Source: an optimization exercise on an open RTL-to-GDS flow (aim: a short achievable clock period and few clock cycles). Production flows keep margins and buffers that such runs may drop. Function was checked by simulation only, so behaviour that the tests miss may differ from the original. Power figures rest on the tool's default switching activity, not on a simulated workload.

==> design/flow/design.v <==
module rld_block (
    input  wire        clk,
    input  wire        rst,
    input  wire        host_we,
    input  wire [4:0]  host_addr,
    input  wire [16:0] host_wdata,
    output reg  [16:0] host_rdata,
    output wire        busy,
    output reg         mem_req,
    output reg         mem_we,
    output reg  [15:0] mem_addr,
    output reg  [7:0]  mem_wdata,
    input  wire        mem_gnt,
    input  wire [7:0]  mem_rdata,
    output wire [7:0]  xlat_idx,
    input  wire [7:0]  xlat_data
);
    localparam [7:0] C_NOP = 8'h00, C_INIT = 8'h01, C_NEXT = 8'h02,
                     C_SKIP8 = 8'h03, C_SKIP16 = 8'h04, C_FILL = 8'h05,
                     C_FILLS = 8'h06, C_PROJECT = 8'h07, C_CLRERR = 8'h0F;
    localparam [7:0] E_EOS = 8'd1, E_OVF = 8'd2, E_NOINIT = 8'd5,
                     E_PARAM = 8'd6, E_BADCMD = 8'd7;
    localparam [4:0] S_IDLE     = 5'd0,
                     S_INIT_REQ = 5'd1,
                     S_INIT_DAT = 5'd2,
                     S_NB_START = 5'd3,
                     S_NB_CREQ  = 5'd4,
                     S_NB_CDAT  = 5'd5,
                     S_NB_LREQ  = 5'd6,
                     S_NB_LDAT  = 5'd7,
                     S_NB_DREQ  = 5'd8,
                     S_NB_DDAT  = 5'd9,
                     S_BYTE     = 5'd10,
                     S_FILL_WR  = 5'd11,
                     S_FCHK     = 5'd12,
                     S_PCHK     = 5'd13,
                     S_PR_RD    = 5'd14,
                     S_PR_DAT   = 5'd15,
                     S_PR_XLAT  = 5'd16,
                     S_PR_WR    = 5'd17;
    reg [16:0] src_r, send_r, dst_r, dcap_r, tmsrc_r, clsrc_r, cdst_r;
    reg [15:0] count_r;
    reg [7:0]  width_r, height_r, vpw_r, vph_r, dstride_r, drow_r;
    reg [1:0]  ctrl_r;
    reg [7:0]  data_r;
    reg [7:0]  dict_r [0:3];
    reg [5:0]  rem_r;
    reg        mode_r;
    reg [7:0]  latch_r;
    reg        inited_r;
    reg        err_r;
    reg [7:0]  errcode_r;
    reg [16:0] erraddr_r;
    reg [4:0]  state;
    reg [7:0]  cmd_r;        
    reg [1:0]  k_r;          
    reg [15:0] cnt_r;        
    reg [15:0] idx_r;        
    reg [7:0]  ctl_r;        
    reg [7:0]  byte_r;       
    reg        plane_r;      
    reg [7:0]  row_r, col_r;
    reg [16:0] srow_r;       
    reg [16:0] drow_a_r;     
    assign busy     = (state != S_IDLE);
    assign xlat_idx = byte_r;
    wire src_ok = (src_r < send_r) && !src_r[16];
    wire [15:0] fill_n   = (cmd_r == C_FILLS) ? (width_r * height_r) : count_r;
    wire [17:0] fill_end = {1'b0, dst_r} + {2'b00, fill_n};
    wire        fill_bad = ({1'b0, fill_n} > dcap_r) || (fill_end > 18'd65536);
    wire        geom_bad = (vpw_r > width_r) || (vph_r > height_r) || (vpw_r > dstride_r);
    wire        win_empty = (vpw_r == 8'd0) || (vph_r == 8'd0);
    wire [16:0] sext     = (vph_r - 8'd1) * width_r + vpw_r;
    wire [8:0]  last_row = {1'b0, drow_r} + {1'b0, vph_r} - 9'd1;
    wire [17:0] span     = last_row * dstride_r + vpw_r;
    wire        tm_bad   = ({1'b0, tmsrc_r} + {1'b0, sext}) > 18'd65536;
    wire        cl_bad   = ctrl_r[0] && (({1'b0, clsrc_r} + {1'b0, sext}) > 18'd65536);
    wire        dst_bad  = (span > {1'b0, dcap_r}) || (({1'b0, dst_r} + span) > 18'd65536);
    wire        cdst_bad = ctrl_r[0] && (({1'b0, cdst_r} + span) > 18'd65536);
    wire [15:0] drow_off = drow_r * dstride_r;
    always @(*) begin
        mem_req   = 1'b0;
        mem_we    = 1'b0;
        mem_addr  = src_r[15:0];
        mem_wdata = byte_r;
        case (state)
            S_INIT_REQ, S_NB_CREQ, S_NB_LREQ, S_NB_DREQ: begin
                mem_req  = src_ok;
                mem_addr = src_r[15:0];
            end
            S_FILL_WR: begin
                mem_req  = 1'b1;
                mem_we   = 1'b1;
                mem_addr = dst_r[15:0] + idx_r;
            end
            S_PR_RD: begin
                mem_req  = 1'b1;
                mem_addr = srow_r[15:0] + {8'd0, col_r};
            end
            S_PR_WR: begin
                mem_req  = 1'b1;
                mem_we   = 1'b1;
                mem_addr = drow_a_r[15:0] + {8'd0, col_r};
            end
            default: ;
        endcase
    end
    always @(*) begin
        case (host_addr)
            5'h01: host_rdata = {13'd0, mode_r, inited_r, err_r, busy};
            5'h02: host_rdata = {9'd0, errcode_r};
            5'h03: host_rdata = erraddr_r;
            5'h04: host_rdata = {15'd0, ctrl_r};
            5'h05: host_rdata = {9'd0, data_r};
            5'h06: host_rdata = src_r;
            5'h07: host_rdata = send_r;
            5'h08: host_rdata = dst_r;
            5'h09: host_rdata = dcap_r;
            5'h0A: host_rdata = {1'b0, count_r};
            5'h0B: host_rdata = {9'd0, width_r};
            5'h0C: host_rdata = {9'd0, height_r};
            5'h0D: host_rdata = tmsrc_r;
            5'h0E: host_rdata = clsrc_r;
            5'h0F: host_rdata = cdst_r;
            5'h10: host_rdata = {9'd0, vpw_r};
            5'h11: host_rdata = {9'd0, vph_r};
            5'h12: host_rdata = {9'd0, dstride_r};
            5'h13: host_rdata = {9'd0, drow_r};
            5'h18: host_rdata = {9'd0, dict_r[0]};
            5'h19: host_rdata = {9'd0, dict_r[1]};
            5'h1A: host_rdata = {9'd0, dict_r[2]};
            5'h1B: host_rdata = {9'd0, dict_r[3]};
            5'h1C: host_rdata = {11'd0, rem_r};
            5'h1D: host_rdata = {9'd0, latch_r};
            default: host_rdata = 17'd0;
        endcase
    end
    wire [7:0] cmd_in = host_wdata[7:0];
    always @(posedge clk) begin
        if (state == S_INIT_DAT)
            dict_r[k_r] <= mem_rdata;
        if (state == S_BYTE && cmd_r == C_NEXT)
            data_r <= byte_r;
    end
    always @(posedge clk) begin
        if (rst) begin
            src_r     <= 17'd0;
            send_r    <= 17'd0;
            dst_r     <= 17'd0;
            dcap_r    <= 17'd0;
            count_r   <= 16'd0;
            width_r   <= 8'd0;
            height_r  <= 8'd0;
            tmsrc_r   <= 17'd0;
            clsrc_r   <= 17'd0;
            cdst_r    <= 17'd0;
            vpw_r     <= 8'd0;
            vph_r     <= 8'd0;
            dstride_r <= 8'd0;
            drow_r    <= 8'd1;
            ctrl_r    <= 2'd0;
            rem_r     <= 6'd0;
            mode_r    <= 1'b0;
            inited_r  <= 1'b0;
            err_r     <= 1'b0;
            errcode_r <= 8'd0;
            erraddr_r <= 17'd0;
            byte_r    <= 8'd0;
            state     <= S_IDLE;
        end else begin
            case (state)
            S_IDLE: begin
                if (host_we && host_addr != 5'h00) begin
                    case (host_addr)
                        5'h04: ctrl_r    <= host_wdata[1:0];
                        5'h06: src_r     <= host_wdata;
                        5'h07: send_r    <= host_wdata;
                        5'h08: dst_r     <= host_wdata;
                        5'h09: dcap_r    <= host_wdata;
                        5'h0A: count_r   <= host_wdata[15:0];
                        5'h0B: width_r   <= host_wdata[7:0];
                        5'h0C: height_r  <= host_wdata[7:0];
                        5'h0D: tmsrc_r   <= host_wdata;
                        5'h0E: clsrc_r   <= host_wdata;
                        5'h0F: cdst_r    <= host_wdata;
                        5'h10: vpw_r     <= host_wdata[7:0];
                        5'h11: vph_r     <= host_wdata[7:0];
                        5'h12: dstride_r <= host_wdata[7:0];
                        5'h13: drow_r    <= host_wdata[7:0];
                        default: ;
                    endcase
                end else if (host_we) begin
                    cmd_r <= cmd_in;
                    if (cmd_in == C_CLRERR) begin
                        err_r     <= 1'b0;
                        errcode_r <= 8'd0;
                        erraddr_r <= 17'd0;
                        inited_r  <= 1'b0;
                        rem_r     <= 6'd0;
                        mode_r    <= 1'b0;
                    end else if (err_r) begin
                    end else if (cmd_in > C_PROJECT) begin
                        err_r     <= 1'b1;
                        errcode_r <= E_BADCMD;
                        erraddr_r <= 17'd0;
                    end else if (cmd_in == C_INIT) begin
                        inited_r <= 1'b0;
                        k_r      <= 2'd0;
                        state    <= S_INIT_REQ;
                    end else if (cmd_in == C_PROJECT) begin
                        state <= S_PCHK;
                    end else if (cmd_in != C_NOP) begin
                        if (!inited_r) begin
                            err_r     <= 1'b1;
                            errcode_r <= E_NOINIT;
                            erraddr_r <= 17'd0;
                        end else if (cmd_in == C_FILL || cmd_in == C_FILLS) begin
                            state <= S_FCHK;
                        end else if (cmd_in == C_NEXT) begin
                            cnt_r <= 16'd1;
                            state <= S_NB_START;
                        end else if (cmd_in == C_SKIP8) begin
                            cnt_r <= {8'd0, count_r[7:0]};
                            if (count_r[7:0] != 8'd0)
                                state <= S_NB_START;
                        end else begin
                            cnt_r <= count_r;
                            if (count_r != 16'd0)
                                state <= S_NB_START;
                        end
                    end
                end
            end
            S_INIT_REQ: begin
                if (!src_ok) begin
                    err_r     <= 1'b1;
                    errcode_r <= E_EOS;
                    erraddr_r <= src_r;
                    state     <= S_IDLE;
                end else if (mem_gnt) begin
                    src_r <= src_r + 17'd1;
                    state <= S_INIT_DAT;
                end
            end
            S_INIT_DAT: begin
                if (k_r == 2'd3) begin
                    rem_r    <= 6'd0;
                    mode_r   <= 1'b0;
                    inited_r <= 1'b1;
                    state    <= S_IDLE;
                end else begin
                    k_r   <= k_r + 2'd1;
                    state <= S_INIT_REQ;
                end
            end
            S_NB_START: begin
                if (rem_r != 6'd0) begin
                    rem_r <= rem_r - 6'd1;
                    if (mode_r) begin
                        byte_r <= latch_r;
                        state  <= S_BYTE;
                    end else begin
                        state <= S_NB_DREQ;
                    end
                end else begin
                    state <= S_NB_CREQ;
                end
            end
            S_NB_CREQ: begin
                if (!src_ok) begin
                    err_r     <= 1'b1;
                    errcode_r <= E_EOS;
                    erraddr_r <= src_r;
                    state     <= S_IDLE;
                end else if (mem_gnt) begin
                    src_r <= src_r + 17'd1;
                    state <= S_NB_CDAT;
                end
            end
            S_NB_CDAT: begin
                if (mem_rdata[7]) begin
                    rem_r   <= (mem_rdata[4:0] == 5'd0) ? 6'd31 : {1'b0, mem_rdata[4:0] - 5'd1};
                    latch_r <= dict_r[mem_rdata[6:5]];
                    mode_r  <= 1'b1;
                    byte_r  <= dict_r[mem_rdata[6:5]];
                    state   <= S_BYTE;
                end else if (mem_rdata[6]) begin
                    ctl_r <= mem_rdata;
                    state <= S_NB_LREQ;
                end else begin
                    rem_r  <= mem_rdata[5:0];
                    mode_r <= 1'b0;
                    state  <= S_NB_DREQ;
                end
            end
            S_NB_LREQ: begin
                if (!src_ok) begin
                    err_r     <= 1'b1;
                    errcode_r <= E_EOS;
                    erraddr_r <= src_r;
                    state     <= S_IDLE;
                end else if (mem_gnt) begin
                    src_r <= src_r + 17'd1;
                    state <= S_NB_LDAT;
                end
            end
            S_NB_LDAT: begin
                rem_r   <= ctl_r[5:0];
                latch_r <= mem_rdata;
                mode_r  <= 1'b1;
                byte_r  <= mem_rdata;
                state   <= S_BYTE;
            end
            S_NB_DREQ: begin
                if (!src_ok) begin
                    err_r     <= 1'b1;
                    errcode_r <= E_EOS;
                    erraddr_r <= src_r;
                    state     <= S_IDLE;
                end else if (mem_gnt) begin
                    src_r <= src_r + 17'd1;
                    state <= S_NB_DDAT;
                end
            end
            S_NB_DDAT: begin
                byte_r <= mem_rdata;
                state  <= S_BYTE;
            end
            S_BYTE: begin
                if (cmd_r == C_FILL || cmd_r == C_FILLS) begin
                    state <= S_FILL_WR;
                end else begin
                    cnt_r <= cnt_r - 16'd1;
                    state <= (cnt_r == 16'd1) ? S_IDLE : S_NB_START;
                end
            end
            S_FILL_WR: begin
                if (mem_gnt) begin
                    idx_r <= idx_r + 16'd1;
                    cnt_r <= cnt_r - 16'd1;
                    state <= (cnt_r == 16'd1) ? S_IDLE : S_NB_START;
                end
            end
            S_FCHK: begin
                if (fill_bad) begin
                    err_r     <= 1'b1;
                    errcode_r <= E_OVF;
                    erraddr_r <= dst_r;
                    state     <= S_IDLE;
                end else begin
                    cnt_r <= fill_n;
                    idx_r <= 16'd0;
                    state <= (fill_n == 16'd0) ? S_IDLE : S_NB_START;
                end
            end
            S_PCHK: begin
                state <= S_IDLE;
                if (geom_bad) begin
                    err_r     <= 1'b1;
                    errcode_r <= E_PARAM;
                    erraddr_r <= 17'd0;
                end else if (!win_empty) begin
                    if (tm_bad) begin
                        err_r     <= 1'b1;
                        errcode_r <= E_PARAM;
                        erraddr_r <= tmsrc_r;
                    end else if (cl_bad) begin
                        err_r     <= 1'b1;
                        errcode_r <= E_PARAM;
                        erraddr_r <= clsrc_r;
                    end else if (dst_bad) begin
                        err_r     <= 1'b1;
                        errcode_r <= E_OVF;
                        erraddr_r <= dst_r;
                    end else if (cdst_bad) begin
                        err_r     <= 1'b1;
                        errcode_r <= E_OVF;
                        erraddr_r <= cdst_r;
                    end else begin
                        plane_r  <= 1'b0;
                        row_r    <= 8'd0;
                        col_r    <= 8'd0;
                        srow_r   <= tmsrc_r;
                        drow_a_r <= dst_r + {1'b0, drow_off};
                        state    <= S_PR_RD;
                    end
                end
            end
            S_PR_RD: begin
                if (mem_gnt)
                    state <= S_PR_DAT;
            end
            S_PR_DAT: begin
                byte_r <= mem_rdata;
                state  <= (plane_r && ctrl_r[1]) ? S_PR_XLAT : S_PR_WR;
            end
            S_PR_XLAT: begin
                byte_r <= xlat_data;
                state  <= S_PR_WR;
            end
            S_PR_WR: begin
                if (mem_gnt) begin
                    state <= S_PR_RD;
                    if (col_r != vpw_r - 8'd1) begin
                        col_r <= col_r + 8'd1;
                    end else begin
                        col_r <= 8'd0;
                        if (row_r != vph_r - 8'd1) begin
                            row_r    <= row_r + 8'd1;
                            srow_r   <= srow_r + {9'd0, width_r};
                            drow_a_r <= drow_a_r + {9'd0, dstride_r};
                        end else if (!plane_r && ctrl_r[0]) begin
                            plane_r  <= 1'b1;
                            row_r    <= 8'd0;
                            srow_r   <= clsrc_r;
                            drow_a_r <= cdst_r + {1'b0, drow_off};
                        end else begin
                            state <= S_IDLE;
                        end
                    end
                end
            end
            default: state <= S_IDLE;
            endcase
        end
    end
endmodule
==> design/flow/run.sh <==
#!/bin/bash
# synth_recipe.tcl (not shown) runs the flow's synth.tcl, then flattens the netlist and writes it again
# the make line also repeats each setting of config.mk as NAME=value (left out here)
make -C /OpenROAD-flow-scripts/flow DESIGN_CONFIG=/design/flow/config.mk WORK_HOME=/design/flow/orfs CLKGATE_MAP_FILE= SYNTH_SCRIPT=/design/flow/synth_recipe.tcl finish
==> design/flow/config.mk <==
export PLATFORM = sky130hd
export DESIGN_NAME = rld_block
export DESIGN_NICKNAME = rld_block
export VERILOG_FILES = /design/flow/design.v
export SDC_FILE = /design/flow/constraint.sdc
export NUM_CORES = 4
export LEC_CHECK = 0
export CAP_MARGIN = 20
export CORE_MARGIN = 2
export CORE_UTILIZATION = 40
export SLEW_MARGIN = 20
==> design/flow/constraint.sdc <==
create_clock -name core_clock -period 11.0 [get_ports {clk}]
set_input_delay 2.2000 -clock core_clock [delete_from_list [all_inputs] [get_ports {clk}]]
set_output_delay 2.2000 -clock core_clock [all_outputs]
set_load 0.01 [all_outputs]
==> impl_metrics.yaml <==
finish:
  drive_above_1_share_pct: 5.54
  utilization_pct: 45.0
  final_area_sq_um: 42800
  multi_input_area_sq_um: 27300
  ff_latch_area_sq_um: 8900
  fill_cells: 9531
  finalNetCount: 5432
  area_delta_synth_final_pct: 10.9
yosys:
  synth_nets: 5384
  yosysTopAreaCellShare_pct: 13.0
  synth_commonest_cells: "nand2_1 (713), inv_1 (454), ha_1 (400)"
  synth_top_area_cell: "ha_1"
  yosysMostFrequentCell: "nand2_1"
  ys.flop_type: "dfxtp_1"
  ys_warn_count: 1
  synth_area_sq_um: 38600
  yosysSeqAreaShare_pct: 23.0
  avgSynthCellArea_sq_um: 8.15
  ys_seq_elements: 372
  synth_area_leaders: "ha_1 (13%), dfxtp_1 (12%), edfxtp_1 (11%)"
  syn_inst: 4740
  async_reset_ff_share_pct: 0
  synth_cell_types: 90
  synth_edf_count: 145
detailed_routing:
  routed-via-count: 37600
  post_drt_wl_per_cell_microns: 26.3
  drt_first_pass_iters: 11
  antenna_left: 0
  viasPerCell: 6.17
  drtIter0Drc: 4986
  wl_mm: 160
  drc: 0
floorplanning:
  die-area_sq_um: 99100
  core_sq_um: 95300
  ioPinCount: 94
  initial_utilization_pct: 40.5
  dieHeight_microns: 315
  num_rows: 113
  die_w_microns: 315
power:
  p_per_area_nw_per_um2: 77.0
  total_power_mw: 3.30
  p_leak_nw: 18.2
  peakVddDrop_uv: 119
place:
  dpl.hpwl_mm: 124
  place_area_sq_um: 41300
  place_congestion: 1.01
  portBuffers: 93
timing:
  finalSetupViolCount: 0
  tightest_slew_ps: 1210
  hold_viol_final: 0
  slew_violations: 0
  whs_ps: 479
  fin_crit_sh_pct: 95.3
  max_freq_mhz: 95.4
  finalWorstPathRequiredPeriod_ps: 10480
  clock-skew-final_ps: 55.7
  maxSlewHeadroom_pct: 18.2
critical_path:
  worst-path-max-fanout: 17
  crit_path_end_kind: "register"
  r2r_slack_ps: 520
  start_kind: "register"
  worstReg2RegEnd: "erraddr_r[16]$_SDFFE_PP0P_"
  path_buf_inv: 6
  timing.rr.start: "drow_r[1]$_SDFFE_PP0P_"
  reg2reg_depth: 36
  critPathKind: "reg -> reg"
  cpLargestDelayFamily: "adder cells"
  cp_data_required_time_ps: 11510
  worst_path_max_delay_cell: "nor4_4"
  critical_path.max_stage_delay_ps: 1100
  arrival_ps: 10990
clocking:
  cts_resized: 0
  cts_setup_buffers: 0
  cts_tree: "yes"
  hold_buffers: 0
  clk_root_buffer_cell: "clkbuf_16"
  cts.reportedPaths.clkPinSlew_ps: 60
  clockBufferDepth: 3
  insertion_delay_ps: 620
  cts_max_level: 2
  cts_buffers: 43
  cts.sink_count: 372
global_routing:
  antenna_found_initial: 2
  grt_max_degree: 92
  grt_usage_pct: 31.7
  grt_first_pass_wirelength_mm: 235
  grt_pass1_vias: 35500
  grt-ovfl-total: 0
run_status:
  status: "complete, no violations"
min_path:
  hold_end: "send_r[0]$_SDFFE_PP0P_"
  min_from: "send_r[0]$_SDFFE_PP0P_"
  min_path_type: "reg -> reg"
  hold_depth: 2
job:
  drv_cap: 0
registers in the layout (all words and copies together), names as in the netlist, 16 cells and up:
name       cells
clsrc_r       17
dict_r        32
idx_r         16
srow_r        16
cdst_r        17
dst_r         17
dcap_r        17
src_r         17
count_r       16
drow_a_r      16
erraddr_r     17
send_r        17
tmsrc_r       17
cnt_r         16
metal layers:
layer	GRT usage, %	up-vias	part of all wire (%)	wire, microns
met5	0	-	0.0081	13
met4	18.3	4	7.1	11400
met3	5.95	515	10	16500
met2	48.1	2135	42	68000
met1	42.2	18000	40	64200
li1	-	16900	-	-
layout by cell type, fill, tap and decap left out, types with 92 or more instances in the layout:
cell type / count
nor2_1: 335
buf_4: 119
xnor2_1: 140
edfxtp_1: 145
a22oi_1: 110
nand2_1: 713
dfxtp_1: 227
inv_1: 454
ha_1: 400
fa_1: 202
o21ai_0: 191
clkdlybuf4s50_1: 92
a21oi_1: 362
worst max path at each step:
stage	startpoint	to	slack, ps	cells past startpoint
6_report	drow_r[1]$_SDFFE_PP0P_	erraddr_r[16]$_SDFFE_PP0P_	520	36
2_1_floorplan	vph_r[0]$_SDFFE_PP0P_	drow_a_r[0]$_DFFE_PP_	40	40
3_5_place_dp	drow_r[2]$_SDFFE_PP0P_	drow_a_r[12]$_DFFE_PP_	540	41
4_1_cts	drow_r[2]$_SDFFE_PP0P_	drow_a_r[11]$_DFFE_PP_	410	41
5_1_grt	drow_r[0]$_SDFFE_PP1P_	drow_a_r[11]$_DFFE_PP_	-20	41
3_3_place_gp	drow_r[2]$_SDFFE_PP0P_	drow_a_r[12]$_DFFE_PP_	670	41
tightest hold or removal path, stage by stage (launching register included):
cell,delay [ps]
dfxtp_1,320
nand2_1,60
a21oi_1,50
through the flow:
step                setup TNS [ps]  instances  setup slack (ps)
floorplan                        0       4740              44.5
global placement                 0       6008               672
detailed placement               0       6008               538
CTS                              0       6088               412
global route                  -238       6088             -17.9
finish                           0       6090               517
logic make-up after synthesis:
family	synth area share, %
flip-flops	23.0
XOR/XNOR	5.12
buffers and inverters	6.65
multiplexers	1.96
AO/OA/AOI/OAI	21.0
adder cells (fa/ha/maj)	23.4
AND/OR/NAND/NOR	18.9
power by group:
part           switching [mW]  internal, mW  leakage [nW]
combinational           0.215         0.105          14.3
clock                   0.668         0.867         0.731
sequential             0.0144          1.43          3.17
total                   0.897          2.40          18.2
final cells by class:
type | count | area share, %
Clock inverter | 20 | 0.488
Timing Repair Buffer | 213 | 4.31
Multi-Input combinational cell | 3702 | 63.8
Antenna cell | 2 | 0.0117
Sequential cell | 372 | 20.8
Tap cell | 1265 | 3.69
Clock buffer | 60 | 2.97
Inverter | 456 | 3.99
Testbench counts, summed over its fixed seeds: cycles 282,656.

[what the ideal ports hide]
Ports are ideal in the flow. The routed layout listed here was re-timed in OpenROAD.
Step 1: set_driving_cell puts a clkbuf_16 on clk and a buf_2 on each other input, an assumption about the parent block.
Step 2 also shifts input and output timing later by t, the mid clock arrival at the registers, as if the neighbouring blocks saw the same clock.
a / b / c = ideal ports / drivers / drivers and shift; a / b = the first two.
t (ns): 0.655
slack for setup (ns): 0.517 / 0.517 / 0.517
worst setup path after step 2: register to register
worst register clock-pin slew, ns: 0.07 / 0.07
After both steps this run still meets setup and hold. For this run, drivers alone change the setup slack by 0.000 ns; drivers and shift together by 0.000 ns.
